This design comes from an exercise in tuning for small area, a short achievable clock period and few clock cycles per item on the open sky130 flow, not from production work. Function was not checked in any run shown here: the RTL went through the layout flow alone. Power figures rest on the tool's default switching activity, not on a simulated workload.

--- design.v ---
module depkt_core (
    input  wire        clk,
    input  wire        rst,
    input  wire        cfg_strict_f,
    input  wire        cfg_zero_byte,
    input  wire        in_valid,
    output wire        in_ready,
    input  wire [31:0] in_data,
    input  wire [2:0]  in_cnt,
    input  wire        in_last,
    output wire        out_valid,
    input  wire        out_ready,
    output reg  [31:0] out_data,
    output reg  [2:0]  out_cnt,
    output wire        res_valid,
    output wire [2:0]  res_cause,
    output wire [4:0]  res_flags
);
    localparam [2:0] C_OK         = 3'd0;
    localparam [2:0] C_SHORT      = 3'd1;
    localparam [2:0] C_FBIT       = 3'd2;
    localparam [2:0] C_TRUNC_DON  = 3'd3;
    localparam [2:0] C_TRUNC_SIZE = 3'd4;
    localparam [2:0] C_TRUNC_EXTRA= 3'd5;
    localparam [2:0] C_ZERO_SIZE  = 3'd6;
    localparam [2:0] C_TRUNC_UNIT = 3'd7;
    localparam [2:0] S_IDLE  = 3'd0;    
    localparam [2:0] S_COPY  = 3'd1;    
    localparam [2:0] S_DRAIN = 3'd2;    
    localparam [2:0] S_SZ    = 3'd3;    
    localparam [2:0] S_HDR   = 3'd4;    
    localparam [2:0] S_UNIT  = 3'd5;    
    localparam [2:0] S_RES   = 3'd6;    
    reg  [2:0]  st;
    reg  [1:0]  p;           
    reg  [1:0]  at;          
    reg  [2:0]  k;           
    reg  [15:0] remain;      
    reg  [2:0]  err;         
    reg  [4:0]  flags;
    reg         ufbit;       
    function [4:0] classify(input [4:0] t);
        case (t)
            5'd1: classify = 5'b01000;    
            5'd5: classify = 5'b10000;    
            5'd6: classify = 5'b00100;    
            5'd7: classify = 5'b00001;    
            5'd8: classify = 5'b00010;    
            default: classify = 5'b00000;
        endcase
    endfunction
    function zero_type(input [4:0] t);
        zero_type = (t == 5'd6) || (t == 5'd7) || (t == 5'd8);
    endfunction
    wire [7:0] b0 = in_data[7:0];
    wire [7:0] b1 = in_data[15:8];
    wire [4:0] t0 = b0[4:0];
    wire is_single = (t0 != 5'd0) && (t0[4:3] != 2'b11);
    wire is_ag     = (t0[4:2] == 3'b110);
    wire is_fu     = (t0[4:1] == 4'b1110);
    wire is_fub    = t0[0];
    wire fu_start  = b1[7];
    wire [2:0] idle_err = (in_last && !in_cnt[2] && !(in_cnt[1] && in_cnt[0])) ? C_SHORT :
                          (cfg_strict_f && b0[7])                            ? C_FBIT :
                          (is_fu && is_fub && in_last && in_cnt == 3'd3)     ? C_TRUNC_DON : C_OK;
    wire [2:0] avail = in_cnt - {1'b0, p};
    reg  [1:0]  sh;
    reg  [31:0] shifted;
    always @(*) begin
        case (sh)
            2'd0: shifted = in_data;
            2'd1: shifted = {8'hxx, in_data[31:8]};
            2'd2: shifted = {16'hxxxx, in_data[31:16]};
            default: shifted = {24'hxxxxxx, in_data[31:24]};
        endcase
    end
    wire [7:0] hsel = shifted[7:0];                
    wire [2:0] runl     = (at == 2'd2) ? 3'd5 : (at == 2'd3) ? 3'd6 : 3'd2;
    wire [2:0] run_left = runl - k;
    wire [3:0] run_endp = {2'b00, p} + {1'b0, run_left};    
    wire       run_all  = (run_endp <= {1'b0, in_cnt});     
    wire [2:0] k_next   = run_all ? runl : k + avail;
    wire [15:0] size_next = {(k == 3'd0) ? hsel : remain[15:8],
                             (k == 3'd0) ? ((p != 2'd3) ? shifted[15:8] : remain[7:0]) :
                             (k == 3'd1) ? hsel : remain[7:0]};
    wire [3:0] unit_endp = {2'b00, p} + {1'b0, remain[2:0]};
    wire       unit_end  = (remain[15:3] == 13'd0) && (unit_endp <= {1'b0, in_cnt});
    wire [2:0] unit_n    = unit_end ? remain[2:0] : avail;
    wire [15:0] remain_next = remain - {14'd0, ~p} - 16'd1;
    reg        emit;         
    reg        prefix;       
    reg        fuhdr;        
    reg        zb4;          
    reg        bdone;        
    reg  [2:0] ncopy;        
    always @(*) begin
        emit   = 1'b0;
        prefix = 1'b0;
        fuhdr  = 1'b0;
        zb4    = 1'b0;
        bdone  = 1'b0;
        sh     = p;
        ncopy  = avail;
        case (st)
            S_IDLE: begin
                if (is_single) begin
                    emit   = 1'b1;
                    prefix = 1'b1;
                    zb4    = cfg_zero_byte && zero_type(t0);
                end else if (is_fu) begin
                    if (fu_start) begin
                        emit  = 1'b1;
                        fuhdr = 1'b1;
                        bdone = is_fub;
                    end else begin
                        emit  = !is_fub && (in_cnt[2] || (in_cnt[1] && in_cnt[0]));
                        bdone = 1'b1;
                        sh    = 2'd2;
                        ncopy = in_cnt - 3'd2;
                    end
                end else if (is_ag) begin
                    bdone = in_last && (t0[1:0] != 2'd0) && (in_cnt == 3'd3);
                end else begin
                    bdone = 1'b1;
                end
            end
            S_COPY: begin
                emit  = 1'b1;
                bdone = 1'b1;
            end
            S_DRAIN: bdone = 1'b1;
            S_SZ:    bdone = !run_all || (run_endp == {1'b0, in_cnt});
            S_HDR: begin
                if (remain != 16'd0) begin
                    emit   = 1'b1;
                    prefix = 1'b1;
                    zb4    = cfg_zero_byte && zero_type(hsel[4:0]);
                end
            end
            S_UNIT: begin
                emit   = 1'b1;
                ncopy  = unit_n;
                bdone  = !unit_end || (unit_endp == {1'b0, in_cnt});
            end
            default: ;
        endcase
    end
    wire active = in_valid && (st != S_RES);
    wire fire   = active && (!emit || out_ready);
    wire ending = fire && bdone && in_last;
    assign out_valid = active && emit;
    assign in_ready  = fire && bdone;
    assign res_valid = (st == S_RES) || (st == S_COPY && in_valid && in_last && out_ready);
    assign res_cause = (st == S_RES) ? err : C_OK;
    assign res_flags = (st == S_RES && err != C_OK) ? 5'd0 : flags;
    always @(*) begin
        if (prefix || fuhdr) begin
            out_data = {fuhdr ? {b0[7:5], b1[4:0]} : 8'h01,
                        zb4 ? 8'h00 : 8'h01, 16'h0000};
            out_cnt  = (fuhdr || zb4) ? 3'd4 : 3'd3;
        end else begin
            out_data = shifted;
            out_cnt  = ncopy;
        end
    end
    reg [2:0] end_cause;
    always @(*) begin
        case (st)
            S_IDLE: end_cause = idle_err;
            S_SZ:   end_cause = (k_next == 3'd1) ? C_TRUNC_SIZE :
                                (k_next != runl) ? C_TRUNC_EXTRA :
                                (size_next == 16'd0) ? C_ZERO_SIZE : C_TRUNC_UNIT;
            S_UNIT: end_cause = !unit_end ? C_TRUNC_UNIT : ufbit ? C_FBIT : C_OK;
            default: end_cause = err;
        endcase
    end
    always @(posedge clk) begin
        if (rst) begin
            st <= S_IDLE;
            p  <= 2'd0;
        end else if (st == S_RES) begin
            st <= S_IDLE;
        end else if (fire) begin
            case (st)
                S_IDLE: begin
                    err   <= idle_err;
                    ufbit <= 1'b0;
                    flags <= 5'd0;
                    k     <= 3'd0;
                    at    <= t0[1:0];
                    if (is_single) begin
                        flags <= classify(t0);
                        st    <= S_COPY;
                    end else if (is_fu) begin
                        if (fu_start)
                            flags <= classify(b1[4:0]);
                        st <= S_COPY;
                        if (fu_start && !is_fub)
                            p <= 2'd2;
                    end else if (is_ag) begin
                        st <= S_SZ;
                        p  <= (t0[1:0] == 2'd0) ? 2'd1 : 2'd3;
                    end else
                        st <= S_DRAIN;
                    if (idle_err != C_OK)
                        st <= S_DRAIN;
                end
                S_SZ: begin
                    k      <= k_next;
                    remain <= size_next;
                    p      <= p + avail[1:0];
                    if (run_all) begin
                        st <= S_HDR;
                        p  <= p + run_left[1:0];
                    end
                end
                S_HDR: begin
                    if (remain == 16'd0) begin
                        err <= C_ZERO_SIZE;
                        st  <= S_DRAIN;
                    end else begin
                        flags <= flags | classify(hsel[4:0]);
                        ufbit <= cfg_strict_f && hsel[7];
                        st    <= S_UNIT;
                    end
                end
                S_UNIT: begin
                    remain <= remain_next;
                    p      <= p + unit_n[1:0];
                    if (unit_end) begin
                        k <= 3'd0;
                        if (ufbit) begin
                            err <= C_FBIT;
                            st  <= S_DRAIN;
                        end else
                            st <= S_SZ;
                    end
                end
                default: ;
            endcase
            if (bdone)
                p <= 2'd0;
            if (ending && st != S_COPY) begin
                st  <= S_RES;
                err <= end_cause;
            end else if (ending)
                st <= S_IDLE;
        end
    end
endmodule
module rtp_h264_depkt32 (
    input  wire        clk,
    input  wire        rst,
    input  wire        cfg_strict_f,
    input  wire        cfg_zero_byte,
    input  wire        in_valid,
    output wire        in_ready,
    input  wire [31:0] in_data,
    input  wire [2:0]  in_cnt,
    input  wire        in_last,
    output wire        out_valid,
    input  wire        out_ready,
    output wire [31:0] out_data,
    output wire [2:0]  out_cnt,
    output wire        res_valid,
    output wire [2:0]  res_cause,
    output wire [4:0]  res_flags
);
    depkt_core core (
        .clk(clk), .rst(rst),
        .cfg_strict_f(cfg_strict_f), .cfg_zero_byte(cfg_zero_byte),
        .in_valid(in_valid), .in_ready(in_ready), .in_data(in_data), .in_cnt(in_cnt),
        .in_last(in_last),
        .out_valid(out_valid), .out_ready(out_ready), .out_data(out_data), .out_cnt(out_cnt),
        .res_valid(res_valid), .res_cause(res_cause), .res_flags(res_flags)
    );
endmodule
--- run.sh ---
#!/bin/bash
# synth_recipe.tcl (not shown) runs the flow's synth.tcl, then flattens the netlist and writes it again
# the make line also repeats each setting of config.mk as NAME=value (left out here)
make -C /OpenROAD-flow-scripts/flow DESIGN_CONFIG=/design/flow/config.mk WORK_HOME=/design/flow/orfs CLKGATE_MAP_FILE= SYNTH_SCRIPT=/design/flow/synth_recipe.tcl finish
--- config.mk ---
export PLATFORM = sky130hd
export DESIGN_NAME = rtp_h264_depkt32
export DESIGN_NICKNAME = rtp_h264_depkt32
export VERILOG_FILES = /design/flow/design.v
export SDC_FILE = /design/flow/constraint.sdc
export NUM_CORES = 4
export LEC_CHECK = 0
export CAP_MARGIN = 20
export CORE_MARGIN = 2
export CORE_UTILIZATION = 40
export SETUP_SLACK_MARGIN = 2
export SLEW_MARGIN = 20
--- constraint.sdc ---
create_clock -name core_clock -period 7.0 [get_ports {clk}]
set_input_delay 1.4000 -clock core_clock [delete_from_list [all_inputs] [get_ports {clk}]]
set_output_delay 1.4000 -clock core_clock [all_outputs]
set_load 0.01 [all_outputs]
==> results.txt, run 1 <==
layout cells sized above 1 0.1813; maximum vdd ir drop 0.2006 mV; routed vias between 5000 and 6000; Initial Util 0.4064; Critical Path RT 5600 ps; DRT antenna net count 0; Post-Synth Simple-Gate Area 0.2913; DIE AREA roughly 0.012 mm²; main combinational cell family by area after synthesis simple AND/OR/NAND/NOR gates; GRT overflow 0; FF-to-FF path depth 20; Synth area leaders edfxtp_1 (20%), nor2_1 (6.3%), a21oi_1 (4.5%), nand2_1 (4.2%), ha_1 (3.8%); CTS Root Buffer Type clkbuf_16; first-pass GRT wire length a little under 30000 µm; Yosys top cell area share 0.1958; clock-pin slew on the worst setup and hold paths 60 ps; clk latency of the worst-skew pair 300 ps; final-layout fill cell count ~1100; dominant cell by count in the synthesized netlist nor2_1; final slew viol count 0; Relative slew margins 0.3544; Core Region 0.01132 mm²; Boundary Pins a little under 90; Max Fanout on Critical Path 3; CTS tree built; Sink Count 35; Achievable Freq 0.1972 GHz; # setup viols final 0; critical path capture point type output port; total power 2.078 mW; Setup Skew 7.884 ps; CP Class flop to output port; number of synthesized register bits 35; worst hold path type flop to flop; pwr dens 341.4 mW/mm²; Final Critical Period 5072 ps; cells after synthesis 594; H-Tree Depth 2; post-synthesis adder-cell area fraction 0.05983; PortBufs 87; GR Util All Layers 0.3043; Post-DP HPWL 14080 µm; FFs w/ async S/R, synth 0; startpoint types flop; Synth area leader edfxtp_1; RSZ-0062 raised after global routing yes; hold depth 2; EDFF count, synth 30; Worst-Margin Slew 960.9 ps; Post-synth top cells nor2_1 (77), nand2_1 (52), a21oi_1 (41), edfxtp_1 (30), o21ai_0 (30); Die H 111.2 µm; total CTS buffers 5; P&R area growth vs syn 32.28%; Tcrit/Tclk final 0.7246; Clock Path Buffers 2; post-synth cell types 87; drt pass-1 iters 7; drt via density around 6.5; Antenna Cells 0; mux contribution to synthesized area 0.06391; hold buffer count at cts 0; status finished clean; Synth Area in XOR/XNOR 0.02774; sequential-to-total area share from yosys stat 0.2176; initial antenna violation count 0; nets@finish 744; FP Rows 39; largest net degree at the start of global routing 47; utilization after layout 0.5376; worst hold slack 662.4 ps; synthesized area roughly 0.0046 mm²; Setup TNS 0 ps; placed cells 797; crit path DAT 3670 ps; DR iter-0 viols 636; Synth Flop Type edfxtp_1; Post-Layout Cell Count 827; Fin. Hold Viols 0; total wire length between 15000 and 20000 µm; Leakage ~2.3 nW; Die X between 100 and 150 µm; vias in the first global route 5113; Compound-Gate Fraction of Synth Area 0.2826; synthesized netlist net count ~660; routability cong. 0.9969; DR WL/cell 23.14 µm; Max-Cap Viols 0; syn avg cell area 7.745 µm²; Post-route DRC 0; warnings from Yosys 1
==> report_power, final <==
part / switching [mW] / internal, mW / total (mW)
combinational: 0.835 / 0.692 / 1.53
clock: 0.0995 / 0.130 / 0.229
sequential: 0.0563 / 0.265 / 0.322
==> registers in the layout, summed over array words and instances, names as in the netlist <==
signal,flops
core.remain,16
core.flags,5
core.err,3
core.k,3
core.st,3
core.at,2
core.p,2
core.ufbit,1
==> cells in the final DEF (no fill, tap or decap), types with 11 or more instances in the layout <==
cell type / count
a21oi_1: 40
buf_4: 31
clkdlybuf4s50_1: 63
edfxtp_1: 30
ha_1: 11
inv_1: 19
mux2i_1: 17
nand2_1: 50
nor2_1: 72
nor3_1: 18
o21ai_0: 27
o22ai_1: 11
==> metrics by stage <==
step	instance area [µm²]	worst slack, ps
after floorplan	4601	2142
after global placement	5544	686.4
after detailed placement	5544	626.9
after CTS	5888	1876
after global routing	6086	1820
final	6086	1928
==> cell families (layout without fill, tap and decap cells) <==
group | Yosys count | count (layout)
flops | 35 | 35
fa+ha+maj | 19 | 19
mux | 28 | 28
compound gates | 185 | 185
buf+inv | 59 | 149
simple gates | 255 | 255
xor+xnor | 13 | 13
==> final cells by class <==
cell class | count | area (µm²) | share of cell area
multi-input cells | 500 | 3560 | 0.5849
repair buffers | 118 | 1116 | 0.1834
flip-flops and latches | 35 | 1005 | 0.1651
well taps | 143 | 178.9 | 0.02940
clock buffers | 5 | 125.1 | 0.02056
inverters | 23 | 86.33 | 0.01419
clock inverters | 3 | 15.01 | 0.002467
==> critical path, cell delays in order, from the launching register on <==
cell and delay, ps:
edfxtp_1 470, nor2b_4 160, inv_2 60, ha_4 160
fa_1 540, inv_2 50, fa_2 550, ha_4 200
a211oi_2 210, o22ai_1 90, a311o_1 330, a211o_1 260
and2_1 160, buf_2 130
==> repair_timing <==
action / in CTS / in global routing
buffers inserted: 17 / 5
gates resized for setup: 88 / 38
pin swaps: 16 / 14
endpoints found under the hold margin: 0 / 0
endpoints found under the setup margin: 39 / 39
==> per-layer routing <==
layer,global-route usage,up-vias,part of all wire
met5,0,-,0
met4,0.1037,0,0.031
met3,0.06889,48,0.087
met2,0.4988,315,0.47
met1,0.3956,2548,0.41
li1,-,2441,-
==> worst paths after layout <==
check / from / to / slack, ps
hold / removal: core.flags[0]$_DFFE_PP_ / core.flags[0]$_DFFE_PP_ / 660
setup / recovery: core.at[0]$_DFFE_PP_ / in_ready / 1930
hold reg to reg: core.flags[0]$_DFFE_PP_ / core.flags[0]$_DFFE_PP_ / 660
setup reg to reg: core.at[0]$_DFFE_PP_ / core.p[1]$_SDFFE_PP0P_ / 2740
==> run 2: changes to the inputs <==
--- a/design.v
+++ b/design.v
@@ -266,11 +266,32 @@
     output wire [2:0]  res_cause,
     output wire [4:0]  res_flags
 );
+    reg        bv;           
+    reg [31:0] bdata;
+    reg [2:0]  bcnt;
+    reg        blast;
+    reg        bstrict;      
+    reg        bzero;
+    wire       c_ready;
+    assign in_ready = !bv || c_ready;
+    always @(posedge clk) begin
+        if (rst)
+            bv <= 1'b0;
+        else if (in_ready)
+            bv <= in_valid;
+        if (in_ready) begin
+            bdata   <= in_data;
+            bcnt    <= in_cnt;
+            blast   <= in_last;
+            bstrict <= cfg_strict_f;
+            bzero   <= cfg_zero_byte;
+        end
+    end
     depkt_core core (
         .clk(clk), .rst(rst),
-        .cfg_strict_f(cfg_strict_f), .cfg_zero_byte(cfg_zero_byte),
-        .in_valid(in_valid), .in_ready(in_ready), .in_data(in_data), .in_cnt(in_cnt),
-        .in_last(in_last),
+        .cfg_strict_f(bstrict), .cfg_zero_byte(bzero),
+        .in_valid(bv), .in_ready(c_ready), .in_data(bdata), .in_cnt(bcnt),
+        .in_last(blast),
         .out_valid(out_valid), .out_ready(out_ready), .out_data(out_data), .out_cnt(out_cnt),
         .res_valid(res_valid), .res_cause(res_cause), .res_flags(res_flags)
     );
==> results.txt, run 2 <==
synthesized area 0.005806 mm² (was 0.004601 mm²); synthesized netlist net count 718 (was 655); Final Critical Period 4940 ps (was 5072 ps); initial antenna violation count 1 (was 0); Initial Util 0.4040 (was 0.4064); DIE AREA 0.01549 mm² (was 0.01238 mm²); Core Region 0.01437 mm² (was 0.01132 mm²); Cell Chain, Critical Path ha_1 > fa_2 > ha_1 > nor2b_1 > o21a_1 > o21ai_4 > and3_2 > o22ai_1 > a211oi_1 > nor2_2 > clkdlybuf4s50_1 (was nor2b_4 > inv_2 > ha_4 > fa_1 > inv_2 > fa_2 > ha_4 > a211oi_2 > o22ai_1 > a311o_1 > a211o_1 > and2_1 > buf_2); FFs w/ async S/R, synth 0 (unchanged); RSZ-0062 raised after global routing yes (unchanged); worst hold path type flop to flop (unchanged); CP Class flop to output port (unchanged); commonest non-fill, non-tap cell in the layout nor2_1 (unchanged); routability cong. 0.8991 (was 0.9969); maximum vdd ir drop 0.1911 mV (was 0.2006 mV); crit path DAT 3540 ps (was 3670 ps); warnings from Yosys 2 (was 1); Synth area leaders edfxtp_1 (35%), nor2_1 (5.8%), a21oi_1 (5.0%), nand2_1 (3.8%), mux2i_1 (3.4%) (was edfxtp_1 (20%), nor2_1 (6.3%), a21oi_1 (4.5%), nand2_1 (4.2%), ha_1 (3.8%)); CTS Root Buffer Type clkbuf_16 (unchanged); Die H 124.5 µm (was 111.2 µm); first-pass GRT wire length 31580 µm (was 29450 µm); number of synthesized register bits 74 (was 35); final slew viol count 0 (unchanged); Clock Path Buffers 2 (unchanged); Post-Layout Cell Count 946 (was 827); cells after synthesis 657 (was 594); max reg flops 32 (was 16); Tcrit/Tclk final 0.7057 (was 0.7246); Worst Path Buf+Inv 1 (was 3); Worst-Margin Slew 990.3 ps (was 960.9 ps); clk latency of the worst-skew pair 360 ps (was 300 ps); EDFF count, synth 68 (was 30); Achievable Freq 0.2024 GHz (was 0.1972 GHz); post-layout instance area 0.007506 mm² (was 0.006086 mm²); vias in the first global route 5612 (was 5113); total CTS buffers 9 (was 5); Post-synth top cells nor2_1 (90), edfxtp_1 (68), nand2_1 (59), a21oi_1 (58), o21ai_0 (38) (was nor2_1 (77), nand2_1 (52), a21oi_1 (41), edfxtp_1 (30), o21ai_0 (30)); H-Tree Depth 3 (was 2); startpoint types flop (unchanged); drt pass-1 iters 5 (was 7); drt via density 6.185 (was 6.472); cell repeated most along the worst path ha_1; Synth Flop Type edfxtp_1 (unchanged); GRT overflow 0 (unchanged); Setup Skew 9.620 ps (was 7.884 ps); # setup viols final 0 (unchanged); pwr dens 380.1 mW/mm² (was 341.4 mW/mm²); DRT antenna net count 0 (unchanged); Die X 124.5 µm (was 111.2 µm); utilization after layout 0.5224 (was 0.5376); CP peak stage delay 600 ps (was 550 ps); met3 wire length 1712 µm (was 1674 µm); Max-Cap Viols 0 (unchanged); DR top layer met4 (unchanged); PortBufs 87 (unchanged); Post-route DRC 0 (unchanged); P&R area growth vs syn 29.29% (was 32.28%); post-synth cell types 84 (was 87); CTS tree built (unchanged); DR iter-0 viols 597 (was 636); Leakage 2.740 nW (was 2.315 nW); Post-DP HPWL 14700 µm (was 14080 µm); total wire length 20600 µm (was 19140 µm); DR WL/cell 21.77 µm (was 23.14 µm); clock-pin slew on the worst setup and hold paths 70 ps (was 60 ps); nets@finish 817 (was 744); Yosys top cell area share 0.3517 (was 0.1958); FP Rows 44 (was 39); placed cells 902 (was 797); layout cells sized above 1 0.1485 (was 0.1813); status finished clean (unchanged); Synth area leader edfxtp_1 (unchanged); final-layout fill cell count 1331 (was 1110); Relative slew margins 0.3328 (was 0.3544); Setup TNS 0 ps (unchanged); GR Util All Layers 0.2596 (was 0.3043); largest net degree at the start of global routing 42 (was 47); critical path capture point type output port (unchanged); sequential-to-total area share from yosys stat 0.3724 (was 0.2176); Top delay family on crit path adder cells (unchanged); placed standard-cell area 0.006807 mm² (was 0.005544 mm²); Max Fanout on Critical Path 6 (was 3); reg2reg setup slack 2250 ps (was 2740 ps); syn avg cell area 8.836 µm² (was 7.745 µm²); Fin. Hold Viols 0 (unchanged); routed wl met2 9123 µm (was 8990 µm); Reg with most FFs bdata (was core.remain); Boundary Pins 88 (unchanged); Sink Count 74 (was 35); routed vias 5851 (was 5352); Critical Path RT 5600 ps (about the same); top flop regs bdata (32), core.remain (16), core.flags (5) (was core.remain (16), core.flags (5)); dominant cell by count in the synthesized netlist nor2_1 (unchanged); M1 wire length 9043 µm (was 7872 µm); hold buffer count at cts 0 (unchanged); commonest non-fill, non-tap cells in the layout nor2_1 (86), clkdlybuf4s50_1 (84), edfxtp_1 (68) (was nor2_1 (72), clkdlybuf4s50_1 (63), nand2_1 (50)); slowest cell on the critical path fa_2 (unchanged)
## run 2: changes by cell type after synthesis, moves of 6 or more
| cell | delta |
|---|---|
| o21ai_0 | +8 |
| nor2_1 | +13 |
| mux2_2 | -6 |
| a21oi_1 | +17 |
| edfxtp_1 | +38 |
| nand2_1 | +7 |
| or4_1 | -6 |
## run 2: logic make-up (layout without fill, tap and decap cells)
kind of cell | count (synthesis) | count (layout) | share of synthesized area
compound gates | 200 | 200 | 0.2420
simple gates | 266 | 267 | 0.2287
buf+inv | 62 | 165 | 0.04677
fa+ha+maj | 19 | 19 | 0.04741
other cells | 0 | 1 | 0
flops | 74 | 74 | 0.3724
mux | 24 | 24 | 0.04224
xor+xnor | 12 | 12 | 0.02047
## run 2: final timing paths
kind,startpoint,to,cells after the start
max,core.remain[0]$_DFFE_PP_,out_cnt[2],11
min,core.flags[1]$_DFFE_PP_,core.flags[1]$_DFFE_PP_,1
max reg2reg,core.p[0]$_SDFFE_PP0P_,core.err[0]$_DFFE_PP_,14
min reg2reg,core.flags[1]$_DFFE_PP_,core.flags[1]$_DFFE_PP_,1
## run 2: stage by stage
stage               hold slack [ps]  setup slack, ps  power (mW)
CTS                           583.7             2008       2.765
global placement              584.0             1786       2.146
finish                        574.7             2060       2.853
detailed placement            565.6             1723       2.149
floorplan                     420.6             2356       1.561
global route                  618.5             1894       2.999
## run 2: per-layer routing
layer  global-route usage  vias up
li1                     -     2667
met1               0.3596     2801
met2               0.3957      328
met3              0.04725       55
met4               0.1170        0
met5                    0        -
## run 2: cell type report
cell class                      instances  area, µm²  share of cell area
Clock inverter                          7      102.6             0.01367
Multi-Input combinational cell        522       3523              0.4694
Clock buffer                            9      225.2             0.03000
Antenna cell                            1      2.502           0.0003334
Tap cell                              184      230.2             0.03067
Sequential cell                        74       2173              0.2895
Timing Repair Buffer                  122       1147              0.1529
Inverter                               27      101.3             0.01350
## run 2: power breakdown
part | internal, mW | switching, mW
registers | 0.586 | 0.120
clock network | 0.315 | 0.207
logic | 0.707 | 0.916
total | 1.61 | 1.24
## run 2: timing repair
action	in CTS	in global routing
pin swaps	13	11
resized for setup	32	20
setup endpoints to repair	24	12
buffers inserted	19	7
cloned	1	0

-- afterwards: timing with drivers on the ports --
No port has a modelled driver above. Below, the same layouts with a new extraction and two added sets of constraints.
Step 1: set_driving_cell puts a clkbuf_16 on clk and a buf_2 on each other input, an assumption about the parent block.
Step 2 moves the port delays by t, midway between the first and last clock arrival at a register: inputs arrive t later, outputs are due t later. That takes back most of the time a late clock gives input paths.
Slacks: ideal ports / drivers / drivers and shift; pairs: ideal ports / drivers.
run	t (ns)	setup WS [ns]	hold slack, ns	clock arrival spread, ns
run 1	0.337	1.928 / 1.886 / 1.856	0.662 / 0.662 / 0.662	0.008 / 0.008
run 2	0.393	2.060 / 2.018 / 2.253	0.575 / 0.575 / 0.575	0.009 / 0.009
After both steps every run listed still meets setup and hold. The setup slack of run 1, which loses most, moves by -0.042 ns with the drivers and by -0.072 ns with both steps.
